Background: an optimization exercise with open tools, aiming at small area, a short achievable clock period and few clock cycles. Do not read the settings as production practice.
The RTL was checked by simulation tests, not by an equivalence proof against the original design.
Power and IR drop assume default switching activity.

==> inputs of job 9526 <==
==> flow/design.v (excerpt) <==
module rs485_frame_asm (
    input  wire         clk,
    input  wire         rst,
    input  wire [255:0] addr_map,
    input  wire         in_valid,
    input  wire [7:0]   in_data,
    output wire         in_ready,
    output wire         out_valid,
    output wire [7:0]   out_data,
    output wire         out_last,
    input  wire         out_ready,
    output wire         idle
);
export LEC_CHECK = 0
export CAP_MARGIN = 20
export CORE_MARGIN = 2
export CORE_UTILIZATION = 60
export PLACE_DENSITY = 0.7
export SETUP_SLACK_MARGIN = 5
export SLEW_MARGIN = 20
export SYNTH_MEMORY_MAX_BITS = 4096
create_clock -name core_clock -period 12.0 [get_ports {clk}]
run.sh (not shown) runs the stock make flow with config.mk's settings and CLKGATE_MAP_FILE= SYNTH_SCRIPT=/design/flow/synth_recipe.tcl, a recipe that flattens the netlist after the stock synthesis.
==> inputs of job 4693, as changes to job 9526 <==
--- a/flow/design.v
+++ b/flow/design.v
@@ -43,43 +43,47 @@
     endfunction
     reg [8*R-1:0] ring;
     reg [8:0]     T;              
     reg [255:0]   addr_mask;
     reg [7:0]     ib0, ib1;       
     reg [1:0]     icnt;
     reg           in_ready_r;
     reg [8:0]     wp;             
-    reg           prev_isaddr;    
+    reg           pbv;            
+    reg [7:0]     pb;
+    reg           pia_r;          
     reg [15:0]    pcrc;           
     reg [8:0]     prev_slot;
     reg           pins_v;         
     reg [2:0]     pins_q;         
     reg           pdead;          
     reg [K-1:0]   ev;             
     reg [K-1:0]   enk;            
     reg [8:0]     est  [0:K-1];   
     reg [15:0]    ecrc [0:K-1];
     reg [8:0]     erem [0:K-1];   
-    reg [3:0]     ecnt [0:K-1];   
+    reg [3:0]     eb   [0:K-1];   
     reg [K-1:0]   ehv;            
     reg [2:0]     ehq  [0:K-1];   
     reg [K*K-1:0] older;          
-    reg [K-1:0]   enn;            
+    reg [K-1:0]   lp_done;        
+    reg [K-1:0]   lp_pass;        
+    reg           lp_03;
     reg [8:0]     qs [0:7];       
     reg [8:0]     qe [0:7];       
     reg [3:0]     qh, qm, qt;     
     reg           ef;             
     reg           ov_v;           
     reg [8:0]     ov;
     reg           ovh_v;          
     reg [2:0]     ovh_q;
     reg           ins_v;          
     reg [8:0]     ins_s, ins_e;
-    reg [3:0]     ins_c;          
+    reg [3:0]     ins_b;          
     reg [K-1:0]   ins_nw;         
     reg           resc;           
     reg [8:0]     rs;
     reg           ord_v;          
     reg [8:0]     rd_s, rd_e;
     reg [8:0]     rd_st;          
     reg           out_valid_r, out_last_r;
     reg [7:0]     out_data_r;
@@ -87,57 +91,63 @@
     assign in_ready  = in_ready_r;
     assign out_valid = out_valid_r;
     assign out_data  = out_data_r;
     assign out_last  = out_last_r;
     assign idle      = idle_r;
     integer k, j;
     wire [8:0] Tn = inc9(T);      
     wire       pend   = (qm != qt);
-    wire [3:0] npend  = qt - qm;
     wire [3:0] qcount = qt - qh;
     wire       q_full = (qcount == 4'd8);
     wire [3:0] qt_m1  = qt - 4'd1;
     wire [8:0] P0e    = qe[qm[2:0]];
     wire [8:0] tls    = qs[qt_m1[2:0]];
     reg blocked;
     always @(*) begin
         blocked = 1'b0;
         for (k = 0; k < K; k = k + 1)
-            if (ev[k] && ecnt[k] == 4'd0) blocked = 1'b1;
+            if (ev[k] && eb[k] == qm) blocked = 1'b1;
     end
     wire emit = pend & ~ef & ~blocked & ~ins_v;
     reg [K-1:0] e_host_em;
     always @(*) begin
         for (k = 0; k < K; k = k + 1)
             e_host_em[k] = emit & ehv[k] & (ehq[k] == qm[2:0]);
     end
     wire trig_cond = ov_v & ~(|ev) & ~pend & ~ins_v & ~resc;
     wire ring_empty = ~ord_v & (qh == qt) & ~(|ev) & ~ov_v & ~ins_v &
-                      ~prev_isaddr & ~resc;
-    reg  wp_live;
+                      ~pia_r & ~cons_last & ~resc;
+    wire [8:0] wp1 = inc9(wp);
+    reg  m_wp0, m_wp1;
     always @(*) begin
-        wp_live = (ord_v & (rd_s == wp)) | (~ord_v & (qh != qt) & (qs[qh[2:0]] == wp)) |
-                  (ov_v & (ov == wp)) | (ins_v & (ins_s == wp));
-        for (k = 0; k < K; k = k + 1)
-            wp_live = wp_live | (ev[k] & (est[k] == wp));
+        m_wp0 = (ord_v & (rd_s == wp)) | (~ord_v & (qh != qt) & (qs[qh[2:0]] == wp)) |
+                (ov_v & (ov == wp)) | (ins_v & (ins_s == wp));
+        m_wp1 = (ord_v & (rd_s == wp1)) | (~ord_v & (qh != qt) & (qs[qh[2:0]] == wp1)) |
+                (ov_v & (ov == wp1)) | (ins_v & (ins_s == wp1));
+        for (k = 0; k < K; k = k + 1) begin
+            m_wp0 = m_wp0 | (ev[k] & (est[k] == wp));
+            m_wp1 = m_wp1 | (ev[k] & (est[k] == wp1));
+        end
     end
-    wire can_write = ring_empty | ((wp == Tn) & ~wp_live);
+    reg  wl0, wl1, cons_last, sync_r;
+    wire wp_live   = cons_last ? wl1 : wl0;
+    wire can_write = ring_empty | (sync_r & ~wp_live);
     wire [7:0] rtap = ring[8*R-1 -: 8];    
     wire live_consume = ~resc & (icnt != 2'd0) & ~ins_v & ~trig_cond & can_write;
     wire resc_consume = resc & (rs == Tn) & (rs != wp) & ~ins_v;
     wire consume = live_consume | resc_consume;
     wire [7:0] cbyte = resc ? rtap : ib0;
     wire [8:0] cslot = resc ? rs : Tn;
-    wire       c_isaddr = addr_mask[cbyte];
+    wire       prev_isaddr = pbv & addr_mask[pb];
     reg [K-1:0] e_done, e_pass;
     always @(*) begin
         for (k = 0; k < K; k = k + 1) begin
-            e_done[k] = ev[k] & enk[k] & (erem[k] == 9'd1);
-            e_pass[k] = e_done[k] & (ecrc[k][15:8] == 8'h00) & (ecrc[k][7:0] == cbyte);
+            e_done[k] = ev[k] & lp_done[k];
+            e_pass[k] = e_done[k] & lp_pass[k];
         end
     end
     reg [K-1:0] p1_oh, p2_oh;
     reg [1:0]   p1_i, p2_i;
     reg         p1_v, p2_v;
     always @(*) begin
         for (k = 0; k < K; k = k + 1) begin
             p1_oh[k] = e_pass[k];
@@ -156,23 +166,23 @@
     reg [K-1:0] nw_p1, nw_p2;     
     always @(*) begin
         for (k = 0; k < K; k = k + 1) begin
             nw_p1[k] = older[p1_i*K+k];
             nw_p2[k] = older[p2_i*K+k];
         end
     end
     wire p1_host  = ehv[p1_i];
-    wire conflict = enn[p1_i];                     
+    wire conflict = (eb[p1_i] != qt);              
     wire tr_ovl   = consume & p1_v & p1_host;
     wire tr_two   = consume & p1_v & ~p1_host & p2_v;
     wire ins_fr   = p1_v & ~p1_host & ~p2_v & ~conflict & ~q_full;
     wire ins_fast = consume & ins_fr;
     wire ins_slow = consume & p1_v & ~p1_host & ~ins_fr;
-    wire sp_pop   = ins_v & (npend != ins_c);
+    wire sp_pop   = ins_v & (qt != ins_b);
     wire sp_trunc = ins_v & ~sp_pop & q_full;
     wire sp_ins   = ins_v & ~sp_pop & ~q_full;
     reg        tr_v;
     reg [8:0]  tr_s;
     reg        tr_hv;
     reg [2:0]  tr_hq;
     reg [K-1:0] tr_kill;
     always @(*) begin
@@ -181,118 +191,156 @@
             tr_v = 1'b1; tr_s = est[p1_i]; tr_hv = 1'b1; tr_hq = ehq[p1_i];
             tr_kill = nw_p1;
         end else if (tr_two) begin
             tr_v = 1'b1; tr_s = est[p2_i]; tr_hv = ehv[p2_i]; tr_hq = ehq[p2_i];
             tr_kill = nw_p2;
         end else if (sp_pop) begin
             tr_v = 1'b1; tr_s = tls;
             for (k = 0; k < K; k = k + 1)
-                tr_kill[k] = (ecnt[k] == npend);
+                tr_kill[k] = (eb[k] == qt);
         end else if (sp_trunc) begin
             tr_v = 1'b1; tr_s = ins_s;
             tr_kill = ins_nw;
         end
     end
-    wire cr_want = consume & prev_isaddr & (cbyte == 8'h03);
+    wire cr_want = consume & prev_isaddr & lp_03;
     wire       nh_v = ins_fast | pins_v;
     wire [2:0] nh_q = ins_fast ? qt[2:0] : pins_q;
     wire       pins_em = pins_v & emit & (pins_q == qm[2:0]);
-    wire       nh_dead = ~ins_fast & (pdead | pins_em);
+    wire       nh_dead = pdead | pins_em;
     reg [1:0] free_i;
     reg       free_v;
     always @(*) begin
         free_v = 1'b0; free_i = 2'd0;
         for (k = K - 1; k >= 0; k = k - 1)
             if (!ev[k]) begin free_v = 1'b1; free_i = k[1:0]; end
     end
-    wire cr_ok  = cr_want & ~ov_v & ~tr_v & ~nh_dead;
+    wire cr_ok  = cr_want & ~ov_v & ~nh_dead;
     wire cr_do  = cr_ok & free_v;
-    wire cr_ovf = cr_ok & ~free_v;
-    wire [3:0] npend_n = npend + {3'd0, ins_fast | sp_ins} - {3'd0, emit} - {3'd0, sp_pop};
+    wire cr_ovf = cr_ok & ~free_v & ~tr_v;
+    wire [3:0] qt1 = qt + 4'd1;
     wire [7:0] tapv [0:NT-1];
     genvar gt;
     generate
         for (gt = 0; gt < NT; gt = gt + 1) begin : g_tap
             assign tapv[gt] = ring[8*(((gt+1)<<TD)-1) +: 8];
         end
     endgenerate
     wire       oal      = (rd_st[TD-1:0] == {TD{1'b1}});
     wire [7:0] obyte    = tapv[rd_st[8:TD]];
     wire       out_free = ~out_valid_r | out_ready;
     wire       rd_take  = ord_v & oal & out_free;
     wire       rd_lastb = (rd_s == rd_e);
     wire       q_emitted = (qh != qm);
     wire [3:0] qh1 = qh + 4'd1;
-    wire       rd_next = (qh1 != qm) | emit;
+    wire       rd_next = (qh1 != qm);    
+    reg  [8:0] pf_st;                    
     wire [8:0] rd_st_inc = (rd_st == RM) ? 9'd0 : rd_st + 9'd1;
     wire quiet = (icnt == 2'd0) & ~resc & ~ins_v & ~emit & ~trig_cond &
                  ~q_emitted & ~ord_v & ~out_valid_r;
+    wire [7:0] rtap2 = ring[8*(R-1)-1 -: 8];    
+    wire       la_resc = (resc & (rs != wp)) | trig_cond;
+    reg  [7:0] nb;
+    always @(*) begin
+        if (la_resc)                         nb = rtap2;
+        else if (live_consume)               nb = (icnt == 2'd2) ? ib1 : in_data;
+        else                                 nb = (icnt != 2'd0) ? ib0 : in_data;
+    end
+    reg [15:0] crc_nx [0:K-1];
+    reg [K-1:0] done_nx;
+    always @(*) begin
+        for (k = 0; k < K; k = k + 1) begin
+            if (cr_do && free_i == k[1:0]) begin
+                crc_nx[k]  = crcstep(pcrc, cbyte);
+                done_nx[k] = 1'b0;
+            end else if (consume && ev[k]) begin
+                crc_nx[k]  = crcstep(ecrc[k], cbyte);
+                done_nx[k] = enk[k] & (erem[k] == 9'd2);
+            end else begin
+                crc_nx[k]  = ecrc[k];
+                done_nx[k] = enk[k] & (erem[k] == 9'd1);
+            end
+        end
+    end
     always @(posedge clk) begin
         ring <= {ring[8*(R-1)-1:0], live_consume ? ib0 : rtap};
     end
     wire push = in_valid & in_ready_r;
     wire [1:0] icnt_n = icnt + {1'b0, push} - {1'b0, live_consume};
     always @(posedge clk) begin
         if (rst) begin
             addr_mask <= addr_map;
             T <= 9'd0;
+            sync_r <= 1'b0;
+            cons_last <= 1'b0;
+            wl0 <= 1'b0;
+            wl1 <= 1'b0;
             icnt <= 2'd0;
             in_ready_r <= 1'b0;
             wp <= 9'd0;
-            prev_isaddr <= 1'b0;
+            pbv <= 1'b0;
+            pia_r <= 1'b0;
             pins_v <= 1'b0;
             pdead <= 1'b0;
             ev <= {K{1'b0}};
             ehv <= {K{1'b0}};
             qh <= 4'd0; qm <= 4'd0; qt <= 4'd0;
             ef <= 1'b0;
             ov_v <= 1'b0;
             ovh_v <= 1'b0;
             ins_v <= 1'b0;
             resc <= 1'b0;
             ord_v <= 1'b0;
             out_valid_r <= 1'b0;
             idle_r <= 1'b1;
         end else begin
             T <= Tn;
+            pia_r <= prev_isaddr;
+            lp_03 <= (nb == 8'h03);
+            for (k = 0; k < K; k = k + 1) begin
+                lp_done[k] <= done_nx[k];
+                lp_pass[k] <= (crc_nx[k] == {8'h00, nb});
+            end
+            wl0 <= m_wp0;
+            wl1 <= m_wp1;
+            cons_last <= live_consume;
+            sync_r <= live_consume | (wp == inc9(Tn));
+            pf_st <= subm(inc9(Tn), qs[qh1[2:0]]);
             icnt <= icnt_n;
             in_ready_r <= (icnt_n != 2'd2);
             case (icnt)
                 2'd0: if (push) ib0 <= in_data;
                 2'd1: begin
                     if (push && live_consume) ib0 <= in_data;
                     else if (push) ib1 <= in_data;
                 end
                 default: if (live_consume) ib0 <= ib1;
             endcase
             if (live_consume) wp <= inc9(Tn);
             if (consume) begin
-                prev_isaddr <= c_isaddr;
+                pbv         <= 1'b1;
+                pb          <= cbyte;
                 pcrc        <= crcstep(16'hFFFF, cbyte);
                 prev_slot   <= cslot;
                 pins_v      <= ins_fast;
                 pins_q      <= qt[2:0];
                 pdead       <= 1'b0;
             end else if (sp_ins) begin
                 pins_v      <= 1'b1;
                 pins_q      <= qt[2:0];
             end else if (ins_v) begin
                 pins_v      <= 1'b0;
             end else if (pins_em) begin
                 pins_v      <= 1'b0;
                 pdead       <= 1'b1;
             end
             for (k = 0; k < K; k = k + 1) begin
-                if (emit) ecnt[k] <= ecnt[k] - 4'd1 + {3'd0, (ins_fast && older[p1_i*K+k])};
-                else if (ins_fast) ecnt[k] <= ecnt[k] + {3'd0, older[p1_i*K+k]};
-                else if (sp_ins) ecnt[k] <= ecnt[k] + {3'd0, ins_nw[k]};
-                if (ins_fast && older[k*K+p1_i]) enn[k] <= 1'b1;
-                else if (sp_ins && !ins_nw[k]) enn[k] <= 1'b1;
-                else if (sp_pop) enn[k] <= (ecnt[k] != npend - 4'd1);
+                if ((ins_fast && older[p1_i*K+k]) || (sp_ins && ins_nw[k]))
+                    eb[k] <= qt1;
                 if (ins_fast && older[p1_i*K+k]) begin
                     ehv[k] <= 1'b1; ehq[k] <= qt[2:0];
                 end else if (sp_ins && ins_nw[k]) begin
                     ehv[k] <= 1'b1; ehq[k] <= qt[2:0];
                 end
                 if (consume && ev[k]) begin
                     ecrc[k] <= crcstep(ecrc[k], cbyte);
                     if (!enk[k]) begin
@@ -300,22 +348,21 @@
                         erem[k] <= {1'b0, cbyte} + 9'd2;
                     end else begin
                         erem[k] <= erem[k] - 9'd1;
                     end
                 end
                 if (e_host_em[k] || tr_kill[k] || (consume && e_done[k]))
                     ev[k] <= 1'b0;
                 if (cr_do && free_i == k[1:0]) begin
-                    ev[k]   <= 1'b1;
+                    ev[k]   <= ~tr_v;
                     enk[k]  <= 1'b0;
                     est[k]  <= prev_slot;
                     ecrc[k] <= crcstep(pcrc, cbyte);
-                    ecnt[k] <= npend_n;
-                    enn[k]  <= 1'b0;
+                    eb[k]   <= ins_fast ? qt1 : qt;
                     ehv[k]  <= nh_v;
                     ehq[k]  <= nh_q;
                     for (j = 0; j < K; j = j + 1) begin
                         older[j*K+k] <= (j != k);
                         older[k*K+j] <= 1'b0;
                     end
                 end
             end
@@ -353,30 +400,31 @@
                 qe[qt[2:0]] <= ins_e;
             end
             if (ins_fast || sp_ins) qt <= qt + 4'd1;
             else if (sp_pop) qt <= qt - 4'd1;
             if (emit) qm <= qm + 4'd1;
             if (consume && p1_v) begin
                 ins_s  <= est[p1_i];
                 ins_e  <= cslot;
-                ins_c  <= ecnt[p1_i] - {3'd0, emit};
-                ins_nw <= nw_p1 & ~(p2_v ? nw_p2 | (1 << p2_i) : {K{1'b0}});
+                ins_b  <= eb[p1_i];
+                ins_nw <= (nw_p1 | (cr_do ? (1 << free_i) : {K{1'b0}})) &
+                          ~(p2_v ? nw_p2 | (1 << p2_i) : {K{1'b0}});
             end else if (ins_v) begin
                 ins_nw <= ins_nw & ~tr_kill;
             end
             if (ins_slow) begin
                 ins_v  <= 1'b1;
             end else if (sp_trunc || sp_ins) begin
                 ins_v <= 1'b0;
             end
             if (trig_cond) begin
                 resc <= 1'b1;
                 rs   <= ov;
-                prev_isaddr <= 1'b0;
+                pbv  <= 1'b0;
                 pins_v <= 1'b0;
             end else if (resc) begin
                 if (resc_consume) rs <= inc9(rs);
                 if (rs == wp) resc <= 1'b0;
             end
             if (!ord_v) begin
                 if (q_emitted) begin
                     ord_v <= 1'b1;
@@ -386,17 +434,17 @@
                 end
             end else if (rd_take) begin
                 rd_s <= inc9(rd_s);
                 if (rd_lastb) begin
                     qh <= qh1;
                     if (rd_next) begin
                         rd_s  <= qs[qh1[2:0]];
                         rd_e  <= qe[qh1[2:0]];
-                        rd_st <= subm(Tn, qs[qh1[2:0]]);
+                        rd_st <= pf_st;
                     end else begin
                         ord_v <= 1'b0;
                     end
                 end
             end else begin
                 rd_st <= rd_st_inc;
             end
             if (rd_take) begin
CORE_UTILIZATION = 70   (was 60)
CTS_CLUSTER_DIAMETER = 80   (was default)
CTS_CLUSTER_SIZE = 24   (was default)
PLACE_DENSITY = 0.8   (was 0.7)
==> inputs of job 6171, as changes to job 9526 <==
--- a/flow/design.v
+++ b/flow/design.v
@@ -126,17 +126,17 @@
     wire resc_consume = resc & (rs == Tn) & (rs != wp) & ~ins_v;
     wire consume = live_consume | resc_consume;
     wire [7:0] cbyte = resc ? rtap : ib0;
     wire [8:0] cslot = resc ? rs : Tn;
     wire       c_isaddr = addr_mask[cbyte];
     reg [K-1:0] e_done, e_pass;
     always @(*) begin
         for (k = 0; k < K; k = k + 1) begin
-            e_done[k] = ev[k] & enk[k] & (erem[k] == 9'd1);
+            e_done[k] = consume & ev[k] & enk[k] & (erem[k] == 9'd1);
             e_pass[k] = e_done[k] & (ecrc[k][15:8] == 8'h00) & (ecrc[k][7:0] == cbyte);
         end
     end
     reg [K-1:0] p1_oh, p2_oh;
     reg [1:0]   p1_i, p2_i;
     reg         p1_v, p2_v;
     always @(*) begin
         for (k = 0; k < K; k = k + 1) begin
@@ -157,21 +157,20 @@
     always @(*) begin
         for (k = 0; k < K; k = k + 1) begin
             nw_p1[k] = older[p1_i*K+k];
             nw_p2[k] = older[p2_i*K+k];
         end
     end
     wire p1_host  = ehv[p1_i];
     wire conflict = enn[p1_i];                     
-    wire tr_ovl   = consume & p1_v & p1_host;
-    wire tr_two   = consume & p1_v & ~p1_host & p2_v;
-    wire ins_fr   = p1_v & ~p1_host & ~p2_v & ~conflict & ~q_full;
-    wire ins_fast = consume & ins_fr;
-    wire ins_slow = consume & p1_v & ~p1_host & ~ins_fr;
+    wire tr_ovl   = p1_v & p1_host;
+    wire tr_two   = p1_v & ~p1_host & p2_v;
+    wire ins_fast = p1_v & ~p1_host & ~p2_v & ~conflict & ~q_full;
+    wire ins_slow = p1_v & ~p1_host & ~ins_fast;
     wire sp_pop   = ins_v & (npend != ins_c);
     wire sp_trunc = ins_v & ~sp_pop & q_full;
     wire sp_ins   = ins_v & ~sp_pop & ~q_full;
     reg        tr_v;
     reg [8:0]  tr_s;
     reg        tr_hv;
     reg [2:0]  tr_hq;
     reg [K-1:0] tr_kill;
@@ -288,27 +287,29 @@
                 if (ins_fast && older[k*K+p1_i]) enn[k] <= 1'b1;
                 else if (sp_ins && !ins_nw[k]) enn[k] <= 1'b1;
                 else if (sp_pop) enn[k] <= (ecnt[k] != npend - 4'd1);
                 if (ins_fast && older[p1_i*K+k]) begin
                     ehv[k] <= 1'b1; ehq[k] <= qt[2:0];
                 end else if (sp_ins && ins_nw[k]) begin
                     ehv[k] <= 1'b1; ehq[k] <= qt[2:0];
                 end
-                if (consume && ev[k]) begin
+                if (e_host_em[k] || tr_kill[k]) begin
+                    ev[k] <= 1'b0;
+                end else if (consume && ev[k]) begin
                     ecrc[k] <= crcstep(ecrc[k], cbyte);
                     if (!enk[k]) begin
                         enk[k]  <= 1'b1;
                         erem[k] <= {1'b0, cbyte} + 9'd2;
+                    end else if (erem[k] == 9'd1) begin
+                        ev[k] <= 1'b0;
                     end else begin
                         erem[k] <= erem[k] - 9'd1;
                     end
                 end
-                if (e_host_em[k] || tr_kill[k] || (consume && e_done[k]))
-                    ev[k] <= 1'b0;
                 if (cr_do && free_i == k[1:0]) begin
                     ev[k]   <= 1'b1;
                     enk[k]  <= 1'b0;
                     est[k]  <= prev_slot;
                     ecrc[k] <= crcstep(pcrc, cbyte);
                     ecnt[k] <= npend_n;
                     enn[k]  <= 1'b0;
                     ehv[k]  <= nh_v;
@@ -340,38 +341,36 @@
                 else ov <= inc9(P0e);
             end else if (trig_cond) begin
                 ov_v <= 1'b0;
             end else if ((ins_fast || sp_ins) && ov_v && !ovh_v) begin
                 ovh_v <= 1'b1;
                 ovh_q <= qt[2:0];
             end
             ef <= live_consume ? 1'b0 : (ef | emit);
-            if (consume && p1_v && !q_full) begin
+            if (consume && ins_fast) begin
                 qs[qt[2:0]] <= est[p1_i];
                 qe[qt[2:0]] <= cslot;
             end else if (sp_ins) begin
                 qs[qt[2:0]] <= ins_s;
                 qe[qt[2:0]] <= ins_e;
             end
             if (ins_fast || sp_ins) qt <= qt + 4'd1;
             else if (sp_pop) qt <= qt - 4'd1;
             if (emit) qm <= qm + 4'd1;
-            if (consume && p1_v) begin
+            if (ins_slow) begin
+                ins_v  <= 1'b1;
                 ins_s  <= est[p1_i];
                 ins_e  <= cslot;
                 ins_c  <= ecnt[p1_i] - {3'd0, emit};
-                ins_nw <= nw_p1 & ~(p2_v ? nw_p2 | (1 << p2_i) : {K{1'b0}});
-            end else if (ins_v) begin
-                ins_nw <= ins_nw & ~tr_kill;
-            end
-            if (ins_slow) begin
-                ins_v  <= 1'b1;
+                ins_nw <= nw_p1 & ~(tr_two ? nw_p2 | (1 << p2_i) : {K{1'b0}});
             end else if (sp_trunc || sp_ins) begin
                 ins_v <= 1'b0;
+            end else if (ins_v) begin
+                ins_nw <= ins_nw & ~tr_kill;
             end
             if (trig_cond) begin
                 resc <= 1'b1;
                 rs   <= ov;
                 prev_isaddr <= 1'b0;
                 pins_v <= 1'b0;
             end else if (resc) begin
                 if (resc_consume) rs <= inc9(rs);
CORE_UTILIZATION = 30   (was 60)
PLACE_DENSITY = 0.5   (was 0.7)
SETUP_SLACK_MARGIN = default   (was 5)
==> qor summary <==
metric	job 9526	job 4693	job 6171
Clock latency at the later pin of the worst-skew pair	0.89 ns	0.83 ns	0.87 ns
Outcome	complete, no violations	complete, no violations	complete, no violations
Seq area share	65.0%	68.3%	62.4%
Crit path required time	12.55 ns	12.46 ns	12.44 ns
Via count of the routed design	46600	46200	46500
Count of yosys warnings during synthesis	6	7	6
Final instance area	0.0971 mm²	0.0934 mm²	0.101 mm²
Number of ordinary and repair buffers in the finished layout	364	355	396
Proportion of synthesized chip area in sequential cells	75.8%	75.4%	75.2%
Layout sequential cell count	2824	2849	2824
Clock buffer count from CTS	275	139	288
Sequential power	10.8 mW	10.8 mW	10.6 mW
Clk. pwr	8.41 mW	5.24 mW	8.89 mW
Slew of the pin with the lowest slew margin	1.19 ns	1.24 ns	1.13 ns
Internal power consumption	15.9 mW	13.3 mW	16.3 mW
Non-clock inverter count in the final layout	101	87	109
Leakage Power	36.5 nW	34.6 nW	37.3 nW
Total routing resource utilization after global routing	28.8%	34.5%	14.9%
Count of flip-flops with a built-in enable after synthesis	656	676	656
Worst-case vdd ir drop	0.000158 V	0.000171 V	0.000107 V
Buffer depth of the longest clock path	4	3	4
Combinational fraction of design power	7.1%	10.1%	8.6%
Initial antenna violation count	20	30	17
# clock sinks	2824	2849	2824
Setup WS pre-CTS	4.27 ns	6.52 ns	4.10 ns
Testbench counts of job 9526, summed over its fixed seeds: cycles 17,061.
Testbench counts of job 4693, summed over its fixed seeds: cycles 17,061.
Testbench counts of job 6171, summed over its fixed seeds: cycles 17,061.

==> port drivers added, routing unchanged <==
How much do the figures lean on ideal ports? The routed layouts below were timed once more, with nothing changed but the port constraints.
Step 1 assumes that a clkbuf_16 drives the clock port and a buf_2 every other input.
Step 2 moves the port delays by t, midway between the first and last clock arrival at a register: inputs arrive t later, outputs are due t later. That takes back most of the time a late clock gives input paths.
Three values: ideal, step 1, step 2; two values: the first two.
| run | shift t [ns] | slack for setup (ns) | hold WS [ns] | worst setup path after step 2 |
|---|---|---|---|---|
| job 9526 | 0.917 | 5.425 / 5.425 / 5.425 | 0.274 / 0.274 / 0.274 | register to register |
| job 4693 | 0.873 | 6.431 / 6.431 / 6.423 | 0.288 / 0.288 / 0.288 | input to register |
| job 6171 | 0.912 | 4.095 / 4.095 / 4.095 | 0.286 / 0.286 / 0.286 | register to register |
After both steps every run listed still meets setup and hold. For job 4693, which loses most, drivers alone change the setup slack by 0.000 ns; drivers and shift together by -0.008 ns.
